This is an optimization exercise on Yosys and OpenROAD, whose aim is small area, a short achievable clock period and few clock cycles, not a production implementation. Only simulation tests tie the RTL to the original design; equivalence was not proved. Power and IR drop assume default switching activity.

## tpb_codec
module tpb_codec (
    input  wire        clk,
    input  wire        rst,         
    input  wire        cmd_valid,
    output wire        cmd_ready,
    input  wire [31:0] cmd_word,
    input  wire [63:0] cmd_opd,
    input  wire [15:0] cmd_flen,
    input  wire        frm_valid,
    output wire        frm_ready,
    input  wire [7:0]  frm_data,
    output wire        rsp_valid,
    output wire [7:0]  rsp_status,
    output wire [63:0] rsp_res
);
    localparam [3:0] ST_OK          = 4'h0;
    localparam [3:0] ST_BAD_SYNC    = 4'h1;
    localparam [3:0] ST_BAD_SIZE    = 4'h2;
    localparam [3:0] ST_BAD_PID     = 4'h3;
    localparam [3:0] ST_BAD_ADAPT   = 4'h4;
    localparam [3:0] ST_UNKNOWN_PKT = 4'h5;
    localparam [3:0] ST_BAD_OFFSET  = 4'h6;
    localparam [3:0] ST_ILLEGAL     = 4'hD;
    localparam NR = 11;             
    localparam RL = 16;             
    localparam DIV_K   = 8;
    localparam DIV_PAD = 2;
    localparam DIV_CYC = 8;
    localparam XW      = DIV_PAD + 64;
    reg [7:0]  p [0:11];            
    reg [7:0]  ring [0:NR-1][0:RL-1];
    reg [3:0]  ph;                  
    reg [3:0]  dofs;                
    reg [6:0]  err;                 
    reg        rv_q;
    reg [3:0]  rs_q;
    reg [41:0] rr_q;
    reg        crdy_q;
    reg        frdy_q;
    reg        clr_q;
    reg [3:0]  ccnt;
    reg        in_load;
    reg [7:0]  tk;                  
    reg        fb_v;
    reg [7:0]  fb_d;
    reg        load_ok;
    reg        sp_pend;
    reg [2:0]  a_op;                
    reg [7:0]  a_idx;
    reg [7:0]  a_dat;
    reg        w_pend;
    reg [7:0]  w_idx;
    reg [7:0]  w_dat;
    reg           busy;
    reg           sysrst_q;         
    reg [2:0]     ecnt;
    reg [XW-1:0]  xq;
    reg [6:0]     rem;
    assign cmd_ready  = crdy_q;
    assign frm_ready  = frdy_q;
  ...
Size: about 4800 cells after synthesis, ~51000 µm² of cells after synthesis.
Settings: LEC_CHECK=0, ABC_AREA=1, CAP_MARGIN=20, CORE_MARGIN=2, CORE_UTILIZATION=40, CTS_BUF_LIST=sky130_fd_sc_hd__clkbuf_16, CTS_CLUSTER_DIAMETER=75, CTS_CLUSTER_SIZE=30, PLACE_DENSITY=0.8, SLEW_MARGIN=20, SYNTH_HIERARCHICAL=1; clock period 70.0 ns.
standard.sh (not shown) runs the stock make flow with config.mk's settings and CLKGATE_MAP_FILE= SYNTH_SCRIPT=/design/flow/synth_recipe.tcl, a recipe that flattens the netlist after the stock synthesis.
==> flow/flow/run.sh <==
#!/bin/bash
# Layout flow: the standard flow (standard.sh, ORFS) with two settings
# that ORFS reads from the environment:
#  - BUFFER_PORTS_ARGS: the port buffers are sky130_fd_sc_hd__buf_2 cells
#    (every input and output port still gets its own buffer);
#  - CTS_ARGS: the clock tree is built as the standard flow builds it, but
#    without dummy load cells.
# The clock period, the SDC and every other step are the standard flow's.
set -euo pipefail
export BUFFER_PORTS_ARGS="-buffer_cell sky130_fd_sc_hd__buf_2"
export CTS_ARGS="-sink_clustering_enable -repair_clock_nets -dont_use_dummy_load -sink_clustering_size 30 -sink_clustering_max_diameter 75 -buf_list sky130_fd_sc_hd__clkbuf_16"
bash standard.sh > standard.log 2>&1
Testbench counts at the start, summed over its fixed seeds: cycles 41,912.
Change:
--- a/flow/design.v
+++ b/flow/design.v
@@ -45,20 +45,20 @@
     reg [7:0]  fb_d;
     reg        load_ok;
     reg        sp_pend;
     reg [2:0]  a_op;                
     reg [7:0]  a_idx;
     reg [7:0]  a_dat;
     reg        w_pend;
     reg [7:0]  w_idx;
     reg [7:0]  w_dat;
-    reg           busy;
     reg           sysrst_q;         
+    reg           busy;
     reg [2:0]     ecnt;
     reg [XW-1:0]  xq;
     reg [6:0]     rem;
     assign cmd_ready  = crdy_q;
     assign frm_ready  = frdy_q;
     assign rsp_valid  = rv_q;
     assign rsp_status = {4'd0, rs_q};
     assign rsp_res    = {22'd0, rr_q};
     wire fire = cmd_valid & crdy_q;
=>
- total power stays flat
- first-iteration DRC count is about the same
- flip-flop and latch count does not change
- utilization is about the same
- setup slack gets better by 18 ps
- routed wire length went down by 0.95%
- die area does not change
- register-to-register slack loses 250 ps
- final area hardly moves
- non-clock buffer count is higher by 1
- via count barely changes
Testbench counts after the change, summed over its fixed seeds: cycles 41,912.

-- static timing again, ports no longer ideal --
How much do the figures lean on ideal ports? The routed layouts below were timed once more, with nothing changed but the port constraints. Step 1 (the two cells are an assumption about what drives the block):
set clk [get_ports {clk}]
set_driving_cell -lib_cell sky130_fd_sc_hd__clkbuf_16 $clk
set_driving_cell -lib_cell sky130_fd_sc_hd__buf_2 [delete_from_list [all_inputs] $clk]
Step 2 moves the port delays by t, midway between the first and last clock arrival at a register: inputs arrive t later, outputs are due t later. That takes back most of the time a late clock gives input paths. a / b / c = no drivers / after step 1 / after step 2; a / b = the first two.
run | t (ns) | slack for setup (ns) | clock arrival spread, ns
the first run | 0.703 | 54.699 / 54.641 / 54.144 | 0.099 / 0.099
the second run | 0.695 | 54.718 / 54.656 / 54.158 | 0.088 / 0.089
After both steps setup and hold are still met in every run listed. The setup slack of the second run, which loses most, moves by -0.062 ns with the drivers and by -0.560 ns with both steps.
